This design comes from an exercise in tuning for a short achievable clock period and few clock cycles on the open sky130 flow, not from production work.
Function was checked by simulation only, so behaviour that the tests miss may differ from the original.

Setup of tundra:
Design crc32_engine, start of the top module:
module crc32_engine (
    input  wire        clk,
    input  wire        rst,
    input  wire        cmd_valid,
    output wire        cmd_ready,
    input  wire [7:0]  cmd,
    input  wire [31:0] din,
    output wire [31:0] dout,
    output wire        err
);
Size in the first run: ~210 flip-flops, ~77 I/O pins, ~0.014 mm^2 of cells after synthesis.
Settings: LEC_CHECK=0, ABC_CLOCK_PERIOD_IN_PS=1000, CAP_MARGIN=20, CELL_PAD_IN_SITES_DETAIL_PLACEMENT=0, CELL_PAD_IN_SITES_GLOBAL_PLACEMENT=1, CORE_MARGIN=2, CORE_UTILIZATION=40, SETUP_SLACK_MARGIN=5.0, SLEW_MARGIN=20, TNS_END_PERCENT=100; clock period 6.0 ns.
standard.sh (not shown) runs the stock make flow with config.mk's settings and CLKGATE_MAP_FILE= SYNTH_SCRIPT=/design/flow/synth_recipe.tcl, a recipe that flattens the netlist after the stock synthesis.
==> flow/flow/run.sh <==
#!/bin/bash
# Standard layout (the standard.sh, which runs the standard synthesis
# script), with more slow cells kept out of synthesis and repair: three-input
# XORs, high-stack OR/NOR/AND-OR cells and the like. Registers are untouched
# (flip-flops are mapped before ABC and none of them is in the list).
set -euo pipefail
PL=$(cat flow/platform_dont_use.txt)
EXTRA=$(cat flow/extra_dont_use.txt)
bash standard.sh "DONT_USE_CELLS=$PL $EXTRA" finish > standard.log 2>&1
Other scripts of this flow, unchanged in this note and not shown: flow/flow/extra_dont_use.txt, flow/flow/platform_dont_use.txt
tundra went all the way through synthesis, placement and routing and the layout is clean on timing, DRC and antenna.
Testbench counts of tundra, summed over its fixed seeds: cycles 6,042.
Here is what was changed in the inputs of violet compared with tundra.
- CELL_PAD_IN_SITES_DETAIL_PLACEMENT: 0 -> unset
- CELL_PAD_IN_SITES_GLOBAL_PLACEMENT: 1 -> unset
--- a/flow/flow/run.sh
+++ b/flow/flow/run.sh
@@ -9 +9 @@
-bash standard.sh "DONT_USE_CELLS=$PL $EXTRA" finish > standard.log 2>&1
+bash standard.sh "DONT_USE_CELLS=$PL $EXTRA" REMOVE_ABC_BUFFERS=1 finish > standard.log 2>&1
Results
tundra ran to completion and came out clean on the timing, DRC and antenna checks. No stage failed in violet, and the final checks on the layout all came back clean. Taking tundra as the reference point, the total placed instance area of violet falls by 920 um^2. Maximum frequency: violet < tundra. Per the comparison of violet with tundra, total met3 wirelength after detailed routing shows an increase of 140%; flip-flop and latch count shows no meaningful change; routed wire length shows an increase of 16%; core utilization shows a reduction of 0.53 points. In violet, the path length in cells of the critical path came out 2 below the value in tundra. Number of optimization iterations in the first detailed-route pass came out exactly the same in violet and tundra. Against tundra, violet comes in 0.53 ns lower on register-to-register slack.
Modified inputs, cedar compared to violet
- swapping 5.0 for 4.6 in SETUP_SLACK_MARGIN
- swapping 40 for 35 in CORE_UTILIZATION
--- a/flow/flow/run.sh
+++ b/flow/flow/run.sh
@@ -9 +9 @@
-bash standard.sh "DONT_USE_CELLS=$PL $EXTRA" REMOVE_ABC_BUFFERS=1 finish > standard.log 2>&1
+bash standard.sh "DONT_USE_CELLS=$PL $EXTRA" finish > standard.log 2>&1
==> comparison <==
- Upper clock frequency limit was lower in the run labelled violet.
- Row post-CTS repair timing setup buffer count: cedar higher / violet lower
- Between violet and cedar, the flow reports cell count increasing by a few percent.
- Re routed via count: cedar and violet aren't equal, and the higher value belongs to violet.
- In the final reports, the cell area of cedar is larger than that of violet.
- Across both runs, total clock buffers created by CTS was lower for cedar than for violet.
- cedar vs violet: wire length down by more than 10%
- Changes observed in cedar relative to violet: proportion of cell area spent on the clock network lower.
Modified inputs, pepper compared to cedar
- SETUP_SLACK_MARGIN changed from 4.6 to 5.0
- CORE_UTILIZATION changed from 35 to 40
- CTS_BUF_LIST newly set to sky130_fd_sc_hd__clkbuf_8
Findings:
met3 demand-to-capacity share in global routing up 2.5 points in pepper wrt cedar
Core util | pepper vs cedar | pepper higher
pepper | status: complete | timing, DRC, antenna: pass
[pepper] initial antenna violation count rose 2 relative to cedar
pepper vs cedar — pin count of the biggest net entering global routing dropped by a few percent
Input changes introduced in fjord (baseline for comparison: pepper):
- CORE_UTILIZATION now 38, was 40
- CTS_BUF_LIST no longer set, was sky130_fd_sc_hd__clkbuf_8
[summary]
- fjord: full flow OK, the timing, DRC and antenna checks passed
- pepper → fjord: number of standard cells in the final layout excluding fillers has increased, clock-buffer cell count dropped 15, met3 routing resource usage after global routing moved down.
- fjord vs. pepper: source-to-sink clock delay at the later pin of the worst-skew pair went down by 0.03 ns.
- fjord reports a higher largest incremental delay on the critical path than pepper does.
- Diff pepper -> fjord: clock period minus final worst setup slack went up 0.21 ns, post-place instance area went up about 0.32%.


== run 1 ==
crc32_engine again, from the RTL that the note above started with.
Design crc32_engine, start of the top module:
module crc32_engine (
    input  wire        clk,
    input  wire        rst,
    input  wire        cmd_valid,
    output wire        cmd_ready,
    input  wire [7:0]  cmd,
    input  wire [31:0] din,
    output wire [31:0] dout,
    output wire        err
);
    localparam [31:0] X_INIT = 32'h9226F562;
    reg [31:0] x_q;       
    reg [31:0] y_q;       
    reg [31:0] w_q;       
    reg [31:0] s_sv_q;    
    reg [31:0] d_sv_q;    
    reg [2:0]  fold_q;    
    reg        rst_q;     
    reg        keep_q;    
    reg        sres_q;    
    reg        dres_q;    
    reg [31:0] dout_q;    
    reg        err_q;     
    reg        ready_q;   
    reg        rt_q;      
    reg [7:0]  idx_q;     
    wire zhi     = ~cmd[7] & ~cmd[3] & ~cmd[2];
    wire zlo     = ~cmd[1] & ~cmd[0];
    wire full    = cmd[1] & cmd[0];
    wire op_upd  = zhi & ~cmd[6] &  cmd[5] &  cmd[4];
    wire op_init = zhi & ~cmd[6] & ~cmd[5] &  cmd[4] & zlo;
  ...
Settings: LEC_CHECK=0, ABC_CLOCK_PERIOD_IN_PS=1000, CAP_MARGIN=10, CORE_MARGIN=2, CORE_UTILIZATION=40, SETUP_SLACK_MARGIN=5.0, SLEW_MARGIN=10, TNS_END_PERCENT=100; clock period 6.0 ns.
==> flow/flow/run.sh <==
#!/bin/bash
# Standard layout (the standard.sh, which runs the standard synthesis
# script), with more slow cells kept out of synthesis and repair: three-input
# XORs, high-stack OR/NOR/AND-OR cells and the like. Registers are untouched
# (flip-flops are mapped before ABC and none of them is in the list).
set -euo pipefail
PL=$(cat flow/platform_dont_use.txt)
EXTRA=$(cat flow/extra_dont_use.txt)
bash standard.sh "DONT_USE_CELLS=$PL $EXTRA" finish > standard.log 2>&1
Other scripts of this flow, unchanged in this note and not shown: flow/flow/extra_dont_use.txt, flow/flow/platform_dont_use.txt
Testbench counts of run 1, summed over its fixed seeds: cycles 6,042.
Here is what was changed in the inputs of run 2 compared with run 1.
--- a/flow/config.mk
+++ b/flow/config.mk
@@ -8,7 +8,7 @@
 export ABC_CLOCK_PERIOD_IN_PS = 1000
-export CAP_MARGIN = 10
+export CAP_MARGIN = 20
 export CORE_MARGIN = 2
 export CORE_UTILIZATION = 40
-export SETUP_SLACK_MARGIN = 5.0
-export SLEW_MARGIN = 10
+export SETUP_SLACK_MARGIN = 4.6
+export SLEW_MARGIN = 20
 export TNS_END_PERCENT = 100
### Flow results
Run 2 finished every step from synthesis to the final layout, and the layout passed the timing, DRC and antenna checks. Diff run 2 and run 1: first-pass GRT wire length higher in run 2. Share of the clock period used by the worst path, run 2 and run 1: higher on run 2. Run 2: register-to-register slack 0.05 ns below run 1. When run 2 is measured against run 1, its via density per instance turns out 2.2% higher. In run 2, core utilization is higher than in run 1. Compared with run 1, in run 2 count of buffering cells on the critical path with inverters included went down by 2, setup slack of the critical path after layout went down by 0.051 ns.
Input-level comparison between run 3 and run 2:
--- a/flow/config.mk
+++ b/flow/config.mk
@@ -11,3 +11,5 @@
 export CORE_UTILIZATION = 40
-export SETUP_SLACK_MARGIN = 4.6
+export CTS_CLUSTER_DIAMETER = 120
+export CTS_CLUSTER_SIZE = 25
+export SETUP_SLACK_MARGIN = 5.0
 export SLEW_MARGIN = 20
### Flow results
Run 3 closes out successfully: all stages finished, all timing, DRC and antenna checks passed. Detailed-route vias per instance sits higher in run 3 than in run 2. Multi-input logic portion of the cell area is higher on run 3. When run 3 is measured against run 2, its worst setup slack turns out 0.16 ns lower. Length of the first detailed-routing pass in iterations ended up 1 higher on run 3 than on run 2. Worst reg-to-reg setup slack | run 3 below run 2. On area added between synthesis and finish, the lower figure sits with run 2, not run 3.
Input changes introduced in run 4 (baseline for comparison: run 3):
--- a/flow/config.mk
+++ b/flow/config.mk
@@ -7,3 +7,3 @@
 export LEC_CHECK = 0
-export ABC_CLOCK_PERIOD_IN_PS = 1000
+export ABC_CLOCK_PERIOD_IN_PS = 1500
 export CAP_MARGIN = 20
@@ -11,4 +11,2 @@
 export CORE_UTILIZATION = 40
-export CTS_CLUSTER_DIAMETER = 120
-export CTS_CLUSTER_SIZE = 25
 export SETUP_SLACK_MARGIN = 5.0
--- outcome ---
- From run 3 to run 4, number of setup violations in the final report did not move at all.
- Delta (run 4 minus run 3): worst path buffer plus inverter count picked up an extra 3, wire length lost 8.9%, met3 capacity usage during global routing lost 1.6 points, worst path setup slack after routing picked up an extra 0.21 ns.
- Looking only at post-layout utilization of the core, and setting everything else aside, the lower value of run 4 and run 3 goes to run 4.
- Going from run 3 to run 4, wire length of the first global-routing pass shrank by a few percent.
## Diff of input files: run 5 against run 4
--- a/flow/config.mk
+++ b/flow/config.mk
@@ -7,6 +7,6 @@
 export LEC_CHECK = 0
-export ABC_CLOCK_PERIOD_IN_PS = 1500
+export ABC_CLOCK_PERIOD_IN_PS = 1000
 export CAP_MARGIN = 20
 export CORE_MARGIN = 2
-export CORE_UTILIZATION = 40
+export CORE_UTILIZATION = 35
 export SETUP_SLACK_MARGIN = 5.0
### Flow results
- Compared with run 4, run 5 shows count of clock-net buffers in the final layout higher by 1.
- From run 4 to run 5 the numbers moved as follows: final standard cell area without fillers +about 2.7%, die area increased 5000 um2.
- Run 5: flow completed, timing, DRC and antenna clean
- Row sequential share of layout area: run 5 lower / run 4 higher
- Final-report setup violation count: run 4 vs run 5 identical
- Run 4 vs run 5, critical path's slowest cell: dfxtp_4 vs dfxtp_2

## re-timing with driven ports
Ports are ideal in the flow. The routed layouts listed here were re-timed in OpenROAD. Step 1 (the two cells are an assumption about what drives the block):
set clk [get_ports {clk}]
set_driving_cell -lib_cell sky130_fd_sc_hd__clkbuf_16 $clk
set_driving_cell -lib_cell sky130_fd_sc_hd__buf_2 [delete_from_list [all_inputs] $clk]
Step 2 moves the port delays by t, midway between the first and last clock arrival at a register: inputs arrive t later, outputs are due t later. That takes back most of the time a late clock gives input paths. Slacks: ideal ports / drivers / drivers and shift; pairs: ideal ports / drivers.
run	shift t [ns]	slack for setup (ns)	worst slew at a driven data input, ns
tundra	0.597	3.687 / 3.704 / 3.107	0.08
violet	0.577	3.240 / 3.240 / 3.000	0.06
cedar	0.594	3.628 / 3.628 / 3.049	0.10
pepper	0.607	3.759 / 3.725 / 3.136	0.08
fjord	0.585	3.550 / 3.550 / 3.252	0.08
run 1	0.581	3.756 / 3.734 / 3.195	0.08
run 2	0.601	3.705 / 3.705 / 3.118	0.09
run 3	0.552	3.549 / 3.549 / 3.189	0.17
run 4	0.581	3.756 / 3.734 / 3.195	0.08
run 5	0.589	3.780 / 3.728 / 3.247	0.09
After both steps setup and hold are still met in every run listed. The setup slack of pepper, which loses most, moves by -0.034 ns with the drivers and by -0.623 ns with both steps.
